Source: an optimization exercise on an open RTL-to-GDS flow (aim: small area, a short achievable clock period and few clock cycles). Production flows keep margins and buffers that such runs may drop.
The RTL was checked by simulation tests, not by an equivalence proof against the original design.

==> design/flow/design.v <==
module crypto_modarith (
    input  wire        clk,
    input  wire        rst,
    input  wire        start,
    input  wire [31:0] cmd,
    input  wire [31:0] op0,
    input  wire [31:0] op1,
    input  wire [31:0] op2,
    output reg         busy,
    output reg         done,
    output reg  [7:0]  err,
    output reg  [31:0] res0,
    output reg  [31:0] res1,
    output reg  [31:0] res2
);
    localparam [7:0] E_OK          = 8'h00;
    localparam [7:0] E_NONINV_EXP  = 8'h03;
    localparam [7:0] E_NONINV      = 8'h04;
    localparam [7:0] E_BAD_MODULUS = 8'h05;
    localparam [7:0] E_NEG_EXP     = 8'h06;
    localparam [7:0] E_RANGE       = 8'h09;
    localparam [7:0] E_ILLEGAL     = 8'h0A;
    localparam [1:0] C_ILL = 2'd0, C_MI = 2'd1, C_MP = 2'd2, C_KG = 2'd3;
    localparam [4:0] S_IDLE  = 5'd0,
                     S_DEC   = 5'd1,
                     S_SETUP = 5'd2,    
                     S_EU    = 5'd3,    
                     S_EFIN  = 5'd4,
                     S_MPINI = 5'd5,    
                     S_NORM  = 5'd6,    
                     S_P3N   = 5'd7,    
                     S_MPST  = 5'd8,    
                     S_CONV2 = 5'd9,    
                     S_CONV1 = 5'd10,   
                     S_MPFIN = 5'd11,   
                     S_KN    = 5'd12,   
                     S_KPH1  = 5'd13,   
                     S_KPH2  = 5'd14,   
                     S_KPH3  = 5'd15;   
    reg  [4:0]  state;
    reg  [1:0]  ctype;
    reg  [32:0] ra;       
    reg  [32:0] rb;       
    reg  [32:0] rc;       
    reg  [34:0] rd;       
    reg  [34:0] c1;       
    reg  [34:0] re;       
    reg  [34:0] c2;       
    reg  [30:0] mm;       
    reg  [4:0]  z;        
    reg  [5:0]  t1;       
    reg  [5:0]  cnt;      
    reg  [2:0]  xb;       
    reg  [2:0]  mq1;      
    reg  [2:0]  mq2;      
    reg         top0;     
    reg         neg;      
    reg         ovf;      
    reg         negstep;  
    wire [31:0] r0 = ra[31:0];
    wire [31:0] dv = rb[31:0];
    wire [33:0] p_diff = {2'b00, r0} - {1'b0, dv, 1'b0};    
    wire [32:0] q_diff = {1'b0, r0} - {1'b0, dv};           
    wire [32:0] x_diff = rc - rd[32:0];                    
    wire        align  = ~p_diff[33];
    wire        ge     = ~q_diff[32];
    wire [31:0] r0n    = ge ? q_diff[31:0] : r0;
    wire [32:0] x0n    = ge ? x_diff : rc;
    wire [32:0] ra_abs = ra[32] ? (33'd0 - ra) : ra;
    wire [31:0] fin    = rc[32] ? (rc[31:0] + {1'b0, mm}) : rc[31:0];
    wire [34:0] nq1 = {4'b0000, mm};
    wire [34:0] nq2 = {3'b000, mm, 1'b0};
    wire [34:0] nq3 = {2'b00, rb};
    wire [8:0] tk1 = {3'b000, t1};
    wire [8:0] tk2 = {2'b00, t1, 1'b0};
    wire [8:0] tk3 = tk1 + tk2;
    wire [8:0] tk4 = {1'b0, t1, 2'b00};
    wire [8:0] tk5 = tk4 + tk1;
    wire [8:0] tk6 = {tk3[7:0], 1'b0};
    wire [8:0] tk7 = {t1, 3'b000} - tk1;
    wire [8:0] tk8 = {t1, 3'b000};
    wire [8:0] tk9 = {t1, 3'b000} + tk1;
    function [69:0] csa2;     
        input [34:0] a;
        input [34:0] b;
        input [34:0] c;
        input        cin;
        begin
            csa2 = {a ^ b ^ c,
                    ((a[33:0] & b[33:0]) | (a[33:0] & c[33:0]) | (b[33:0] & c[33:0])), cin};
        end
    endfunction
    function [2:0] qsel;
        input [8:0] f;
        input [8:0] ta, tb, tc;
        reg         nf, g1, g2, g3;
        begin
            nf   = f[8] & f[7];
            g1   = ~nf & (f >= ta);
            g2   = ~nf & (f >= tb);
            g3   = ~nf & (f >= tc);
            qsel = {g3, g2 & ~g3, g1 & ~g2};
        end
    endfunction
    function [26:0] tsel;
        input [2:0] q;
        begin
            tsel = q[2] ? {tk9, tk8, tk7} :
                   q[1] ? {tk7, tk6, tk5} :
                   q[0] ? {tk5, tk4, tk3} : {tk3, tk2, tk1};
        end
    endfunction
    function [34:0] qmul;
        input [2:0] q;
        begin
            qmul = q[2] ? nq3 : q[1] ? nq2 : q[0] ? nq1 : 35'd0;
        end
    endfunction
    function [72:0] mcycle;
        input [34:0] s;
        input [34:0] c;
        input [2:0]  q1;
        input [2:0]  x;        
        input [30:0] y;
        reg   [34:0] y1, y2, y3, s1, c1, s2, c2, s3, c3, s4, c4;
        reg   [26:0] th2, th3;
        reg   [8:0]  f2, f3;
        reg   [2:0]  q2, q3;
        begin
            y1 = x[2] ? {4'b0000, y} : 35'd0;
            y2 = x[1] ? {4'b0000, y} : 35'd0;
            y3 = x[0] ? {4'b0000, y} : 35'd0;
            {s1, c1} = csa2({s[33:0], 1'b0}, {c[33:0], 1'b0}, y1, 1'b0);
            {s2, c2} = csa2(s1, c1, ~qmul(q1), 1'b1);
            f2  = s1[33:25] + c1[33:25] + y2[34:26];
            th2 = tsel(q1);
            q2  = qsel(f2, th2[8:0], th2[17:9], th2[26:18]);
            {s3, c3} = csa2({s2[33:0], 1'b0}, {c2[33:0], 1'b0}, y2, 1'b0);
            {s4, c4} = csa2(s3, c3, ~qmul(q2), 1'b1);
            f3  = s3[33:25] + c3[33:25] + y3[34:26];
            th3 = tsel(q2);
            q3  = qsel(f3, th3[8:0], th3[17:9], th3[26:18]);
            mcycle = {s4, c4, q3};
        end
    endfunction
    wire [72:0] m1 = mcycle(rd, c1, mq1, xb, res0[30:0]);
    wire [72:0] m2 = mcycle(re, c2, mq2, xb, ra[30:0]);
    reg  [34:0] ca, cb;
    reg         cin;
    always @(*) begin
        ca  = rd;
        cb  = c1;
        cin = 1'b0;
        case (state)
            S_CONV2: begin
                ca = re;
                cb = c2;
            end
            S_KN: begin
                ca  = {rd[33:0], 1'b0};
                cb  = xb[0] ? ({rb[32], rb[32], rb} ^ {35{negstep}}) : 35'd0;
                cin = xb[0] & negstep;
            end
            S_KPH1, S_KPH2: begin
                cb  = ~{rb[32], rb[32], rb};
                cin = 1'b1;
            end
            S_KPH3: begin
                cb  = 35'd0;
                cin = 1'b1;
            end
            default: ;
        endcase
    end
    wire [34:0] cv   = ca + cb + {34'd0, cin};
    wire [32:0] cw   = ca[32:0] + cb[32:0] - {2'b00, mm};
    wire [30:0] cres = cw[32] ? cv[30:0] : cw[30:0];
    wire        cv_fits = (cv[34:31] == 4'b0000) || (cv[34:31] == 4'b1111);
    wire [5:0]  cnt_m1  = cnt - 6'd1;
    wire [5:0]  cnt_m2  = cnt - 6'd2;
    wire [5:0]  cnt_m3  = cnt - 6'd3;
    wire [5:0]  cnt_m4  = cnt - 6'd4;
    wire [63:0] ra_ext  = {31'd0, ra};
    wire [31:0] cres_ext = {1'b0, cres};
    always @(posedge clk) begin
        begin
            case (state)
                S_IDLE: begin
                    if (start) begin
                        busy  <= 1'b1;
                        done  <= 1'b0;
                        state <= S_DEC;
                    end
                end
                S_DEC: begin
                    case (ctype)
                        C_MI: begin
                            if (rb[32] || rb[31:0] == 32'd0) begin
                                err   <= E_BAD_MODULUS;
                                busy  <= 1'b0;
                                done  <= 1'b1;
                                state <= S_IDLE;
                            end else begin
                                mm    <= rb[30:0];
                                state <= S_SETUP;
                            end
                        end
                        C_MP: begin
                            if (rc[32] || rc[31:0] == 32'd0) begin
                                err   <= E_BAD_MODULUS;
                                busy  <= 1'b0;
                                done  <= 1'b1;
                                state <= S_IDLE;
                            end else if (rb[32]) begin
                                err   <= E_NEG_EXP;
                                busy  <= 1'b0;
                                done  <= 1'b1;
                                state <= S_IDLE;
                            end else begin
                                mm    <= rc[30:0];
                                rc    <= rb;
                                state <= S_SETUP;
                            end
                        end
                        C_KG: begin
                            rd      <= 35'd0;
                            ovf     <= 1'b0;
                            cnt     <= 6'd32;
                            xb[0]   <= ra[32];
                            negstep <= 1'b1;
                            state   <= S_KN;
                        end
                        default: begin
                            err   <= E_ILLEGAL;
                            busy  <= 1'b0;
                            done  <= 1'b1;
                            state <= S_IDLE;
                        end
                    endcase
                end
                S_SETUP: begin
                    ra  <= ra_abs;
                    neg <= ra[32];
                    rb  <= {2'b00, mm};
                    rd  <= 35'd0;
                    cnt <= 6'd0;
                    if (ctype != C_MP)
                        rc <= ra[32] ? {33{1'b1}} : 33'd1;
                    state <= S_EU;
                end
                S_EU: begin
                    if (align) begin
                        rb  <= {rb[31:0], 1'b0};
                        rd  <= {rd[33:0], 1'b0};
                        cnt <= cnt + 6'd1;
                    end else if (cnt != 6'd0) begin
                        ra  <= {1'b0, r0n};
                        if (ctype != C_MP) rc <= x0n;
                        rb  <= {2'b00, dv[31:1]};
                        rd  <= {rd[34], rd[34:1]};
                        cnt <= cnt_m1;
                    end else if (ctype == C_MP) begin
                        if (neg) begin
                            ra <= {1'b0, dv};
                            rb <= {1'b0, r0n};
                        end else begin
                            ra <= {1'b0, r0n};
                        end
                        state <= S_MPINI;
                    end else begin
                        ra <= {1'b0, dv};
                        rc <= rd[32:0];
                        rb <= {1'b0, r0n};
                        rd <= {x0n[32], x0n[32], x0n};
                        if (r0n == 32'd0) state <= S_EFIN;
                    end
                end
                S_EFIN: begin
                    busy  <= 1'b0;
                    done  <= 1'b1;
                    state <= S_IDLE;
                    if (r0 != 32'd1) begin
                        err <= (ctype == C_MI) ? E_NONINV : E_NONINV_EXP;
                    end else begin
                        err <= E_OK;
                        if (ctype == C_MI) begin
                            res0 <= fin;
                        end else begin
                            res0 <= re[31:0];
                            res1 <= fin;
                            res2 <= {1'b0, mm};
                        end
                    end
                end
                S_MPINI: begin
                    if (neg) ra <= {1'b0, q_diff[31:0]};
                    res0  <= (mm == 31'd1) ? 32'd0 : 32'd1;
                    z     <= 5'd0;
                    state <= S_NORM;
                end
                S_NORM: begin
                    if (!mm[30]) begin
                        mm   <= {mm[29:0], 1'b0};
                        ra   <= {ra[31:0], 1'b0};
                        res0 <= {res0[30:0], 1'b0};
                        z    <= z + 5'd1;
                    end else begin
                        rd    <= {4'b0000, mm};
                        c1    <= {3'b000, mm, 1'b0};
                        t1    <= {1'b0, mm[30:26]} + {5'd0, |mm[25:0]};
                        state <= S_P3N;
                    end
                end
                S_P3N: begin
                    rb    <= cv[32:0];
                    rd    <= 35'd0;
                    c1    <= 35'd0;
                    re    <= 35'd0;
                    c2    <= 35'd0;
                    top0  <= z[0];
                    cnt   <= z[0] ? 6'd30 : 6'd31;
                    xb    <= z[0] ? {ra[30], ra[29], ra[28]} : {1'b0, ra[30], ra[29]};
                    mq1   <= 3'b000;
                    mq2   <= 3'b000;
                    if (rc == 33'd0) state <= S_MPFIN;
                    else             state <= S_MPST;
                end
                S_MPST: begin
                    rd  <= m1[72:38];
                    c1  <= m1[37:3];
                    mq1 <= m1[2:0];
                    re  <= m2[72:38];
                    c2  <= m2[37:3];
                    mq2 <= m2[2:0];
                    cnt <= cnt_m2;
                    xb  <= {ra_ext[cnt_m2], ra_ext[cnt_m3], ra_ext[cnt_m4]};
                    if (cnt_m1[4:0] == z) state <= S_CONV2;
                end
                S_CONV2: begin
                    ra    <= {2'b00, cres};
                    rc    <= {1'b0, rc[32:1]};
                    re    <= 35'd0;
                    c2    <= 35'd0;
                    cnt   <= top0 ? 6'd30 : 6'd31;
                    xb    <= top0 ? {cres[30], cres[29], cres[28]} : {1'b0, cres[30], cres[29]};
                    mq1   <= 3'b000;
                    mq2   <= 3'b000;
                    if (rc[0]) begin
                        state <= S_CONV1;
                    end else begin
                        rd    <= 35'd0;
                        c1    <= 35'd0;
                        state <= S_MPST;
                    end
                end
                S_CONV1: begin
                    res0 <= {1'b0, cres};
                    rd   <= 35'd0;
                    c1   <= 35'd0;
                    if (rc == 33'd0) state <= S_MPFIN;
                    else             state <= S_MPST;
                end
                S_MPFIN: begin
                    if (z != 5'd0) begin
                        res0 <= {1'b0, res0[31:1]};
                        z    <= z - 5'd1;
                    end else begin
                        err   <= E_OK;
                        busy  <= 1'b0;
                        done  <= 1'b1;
                        state <= S_IDLE;
                    end
                end
                S_KN: begin
                    rd      <= cv;
                    negstep <= 1'b0;
                    if (!cv_fits) ovf <= 1'b1;
                    cnt     <= cnt_m1;
                    xb[0]   <= ra_ext[cnt_m1];
                    if (cnt == 6'd0) begin
                        re    <= cv;
                        state <= S_KPH1;
                    end
                end
                S_KPH1: begin
                    rd    <= cv;       
                    rb    <= ra;
                    state <= S_KPH2;
                end
                S_KPH2: begin
                    rd    <= cv;       
                    state <= S_KPH3;
                end
                S_KPH3: begin
                    if (ovf || !cv_fits) begin
                        err   <= E_RANGE;
                        busy  <= 1'b0;
                        done  <= 1'b1;
                        state <= S_IDLE;
                    end else if (cv[34] || cv[31:0] == 32'd0) begin
                        err   <= E_BAD_MODULUS;
                        busy  <= 1'b0;
                        done  <= 1'b1;
                        state <= S_IDLE;
                    end else begin
                        mm    <= cv[30:0];
                        ra    <= rc;       
                        state <= S_SETUP;
                    end
                end
                default: state <= S_IDLE;
            endcase
        end
        if (!busy) begin
            ra <= {op0[31], op0};
            rb <= {op1[31], op1};
            rc <= {op2[31], op2};
            ctype <= (cmd == 32'h0000_0001) ? C_MI :
                     (cmd == 32'h0000_0002) ? C_MP :
                     (cmd == 32'h0000_0009) ? C_KG : C_ILL;
        end
        if (rst) begin
            state <= S_IDLE;
            busy  <= 1'b0;
            done  <= 1'b0;
            err   <= E_OK;
            res0  <= 32'd0;
            res1  <= 32'd0;
            res2  <= 32'd0;
        end
    end
endmodule
==> design/flow/run.sh <==
#!/bin/bash
# synth_recipe.tcl (not shown) runs the flow's synth.tcl, then flattens the netlist and writes it again
# the make line also repeats each setting of config.mk as NAME=value (left out here)
make -C /OpenROAD-flow-scripts/flow DESIGN_CONFIG=/design/flow/config.mk WORK_HOME=/design/flow/orfs CLKGATE_MAP_FILE= SYNTH_SCRIPT=/design/flow/synth_recipe.tcl finish
==> design/flow/config.mk <==
export PLATFORM = sky130hd
export DESIGN_NAME = crypto_modarith
export DESIGN_NICKNAME = crypto_modarith
export VERILOG_FILES = /design/flow/design.v
export SDC_FILE = /design/flow/constraint.sdc
export NUM_CORES = 4
export LEC_CHECK = 0
export CAP_MARGIN = 20
export CORE_MARGIN = 2
export CORE_UTILIZATION = 40
export PLACE_DENSITY = 0.6
export SLEW_MARGIN = 20
==> design/flow/constraint.sdc <==
create_clock -name core_clock -period 15.0 [get_ports {clk}]
set_input_delay 3.0000 -clock core_clock [delete_from_list [all_inputs] [get_ports {clk}]]
set_output_delay 3.0000 -clock core_clock [all_outputs]
set_load 0.01 [all_outputs]
==> results.cfg <==
[run_status]
status = no timing/DRC/antenna violations

[route]
vias_per_cell = 6.82
ant_nets = 0
post_drt_wl_per_cell_um = 35.0
finalWirelength_um = 308000
drc_errors = 0
dr.pass1.iters = 8
num_vias = 59900
drt-initial-drc-count = 9757

[setup_path]
r2r-start = state[2]
crit_path_top_delay_cell = dfxtp_1
crit_start = state[2]
cp_num_buf_inv = 6
r2r_setup_slack_ns = 5.44
crit_chain = clkinv_1 -> nand2_1 -> nor2_4 -> nor2_4 -> buf_4 -> nand2_1 -> nand2_1 -> inv_1 -> fa_1 -> inv_1 -> fa_1 -> a211oi_1 -> o21ai_0 -> a32o_1 -> a22oi_2 -> o211ai_2 -> a211oi_2 -> xnor2_2 -> buf_4 -> inv_1 -> nand2_1 -> nand2_1 -> a221oi_1 -> nor2_1
cp_max_fo = 42
slowest_delay_ns = 0.92
cp_common_cell = nand2_1
required_ns = 15.47
cp.arrival_ns = 10.02
path_class = reg -> reg
crit_family = compound AO/OA/AOI/OAI gates
reg2reg_to = ra[15]
cp-start-kind = flip-flop
r2r_cells = 24
worstSetupEndpointType = flip-flop

[yosys]
synth.avg_cell_area_um2 = 7.94
synth.most_common_cell = a21oi_1
synthTopCellsByArea = edfxtp_1 16%, fa_1 11%, ha_1 8.9%, a21oi_1 6.3%, nand2_1 4.4%
syn_inst = 6933
yosysSeqAreaShare_pct = 20.3
syn_area_um2 = 55100
synth_commonest_cells = 691 x a21oi_1, 651 x nand2_1, 630 x inv_1
synthArstFlopShare_pct = 0
yosys_most_used_dff = edfxtp_1
synth_top_area_share_pct = 16.5
yosys_register_bits = 407
synth-edff-count = 302
synth_cell_types = 124
synth_top_area_cell = edfxtp_1
yosys_warnings = 1

[min_path]
hold-path-endpoint = res2[19]
min_from = res2[19]
min_path_cells = 2
min_path_type = reg -> reg

[timing]
slew_headroom_pct = 7.39
clock.fmax_ghz = 0.105
worst_slew_pin_slew_ns = 1.37
rsz0062_at_grt = no
period_share_pct = 63.7
slew_viol_final = 0
hold_violations = 0
tns_ns = 0
fin_skew_ns = 0.0484
whs_ns = 0.456
final-setup-viol-count = 0
period_needed_ns = 9.56

[global_route]
grt_pass1_wl_um = 429000
grt_max_degree = 82
grtUsageTotal_pct = 42.5
grt_antenna_before_repair = 22
overflow = 0
grt_pass1_vias = 55600

[cells_and_area]
final_core_util_pct = 45.0
nets = 7749
area_growth_pct = 11.9
fin_area_um2 = 61600
drive_gt1_share_pct = 7.49

[clock_tree]
cts_buffers = 55
cts_buffer_depth = 3
path_clk_slew_ns = 0.07
cts_tree = done
clock_latency_ns = 0.72
clock_sinks = 407
cts_resized = 0
h-tree-depth = 2
cts_hold_buffers = 0
cts_setup_buffers = 0
cts-root-buf = clkbuf_16

[flow_run]
drv_cap = 0

[floorplan]
num_rows = 136
core_um2 = 137000
die_h_um = 375
start_util_pct = 40.2
die_area_um2 = 141000
die_w_um = 375
io_pins = 237

[place]
io_buffers = 231
place_congestion = 1.07
placed_cell_area_um2 = 59500
dp_hpwl_um = 231000
[sequential cells by signal, indices dropped and copies added (netlist names), 32 cells and up]
register  flops
rb           33
c2           35
rc           33
c1           35
ra           33
re           35
rd           35
res0         32
res1         32
[worst max path at each step]
stage | end | slack, ns | cells after the start
final | ra[15] | 5.44 | 24
after global routing | ra[9] | 5.36 | 24
after CTS | mq1[0] | 6.24 | 36
after detailed placement | mq2[1] | 6.27 | 38
after global placement | mq2[1] | 6.35 | 38
after floorplan | rd[0] | 6.48 | 13
[cell usage in the layout (no fill, tap or decap), types with 45 or more instances in the layout]
cell	count
nand2b_1	56
o221ai_1	54
and3_1	59
xnor2_1	142
a221o_1	75
a31oi_1	46
nor4_1	45
dfxtp_1	104
a211oi_1	160
nor2b_1	57
buf_4	245
o211ai_1	69
a21o_1	85
nand2_1	643
o21a_1	49
inv_1	630
a22oi_1	67
clkbuf_16	57
o22ai_1	46
clkdlybuf4s50_1	230
a221oi_1	174
xor2_1	90
edfxtp_1	302
o21ai_0	466
nor2_1	619
ha_1	388
fa_1	304
nand3_1	67
nor3_1	65
and2_1	143
a21oi_1	689
nand4_1	47
mux2i_1	115
[through the flow]
stage               cells  worst slack (ns)
finish               8787              5.44
global route         8764              5.36
detailed placement   8658              6.27
floorplan            6937              6.48
global placement     8658              6.35
CTS                  8761              6.24
[cells by family after synthesis]
kind of cell               Yosys count  synth area share [%]
adders and majority gates          698                  20.0
AOI/OAI and AO/OA                 2283                  27.4
buffers and inverters             1187                  8.38
other                                1               0.00681
muxes                              161                  3.64
and+or+nand+nor                   1962                  16.6
xor gates and xnor gates           234                  3.72
DFF                                407                  20.3
[cell type report]
class,instances,area (µm²)
Clock inverter,22,325
Tap cell,1794,2240
Inverter,640,2400
Fill cell,13700,75400
Timing Repair Buffer,477,4160
Clock buffer,81,1630
Sequential cell,407,11200
Multi-Input combinational cell,5343,39600
Antenna cell,23,57.6
[routing by layer]
| layer | vias to the layer above | wire length [µm] | track usage (%) |
|---|---|---|---|
| met1 | 28800 | 109000 | 50.6 |
| met4 | 10 | 34000 | 36.7 |
| met3 | 1342 | 40100 | 14.1 |
| met5 | - | 61 | 0.274 |
| met2 | 4822 | 125000 | 61.3 |
| li1 | 25000 | - | - |
[worst min-delay path, delay by kind of cell, from the launching register on]
kind / cells / cell delay [ns]
flip-flops: 1 / 0.31
AND/OR/NAND/NOR: 1 / 0.05
AO/OA/AOI/OAI: 1 / 0.05
Testbench counts, summed over its fixed seeds: cycles 55,597.

re-timing with driven ports:
Ports are ideal in the flow. The routed layout listed here was re-timed in OpenROAD.
Step 1, drivers: a clkbuf_16 drives clk and a buf_2 each remaining input, both assumed.
Step 2 times the ports against the registers' clock, not the clock port: input delays grow and output delays shrink by t, the midpoint of the rising clock arrivals with the driver on.
Three values: ideal ports, drivers, drivers and shift; two values: the first two.
shift t [ns]: 0.772
setup slack, ns: 5.445 / 5.445 / 5.445
hold slack, ns: 0.456 / 0.456 / 0.456
worst data-port slew with drivers (ns): 0.16
pins driven straight from the clock port: 1
After both steps setup and hold are still met in this run. For this run, drivers alone change the setup slack by 0.000 ns; drivers and shift together by 0.000 ns.
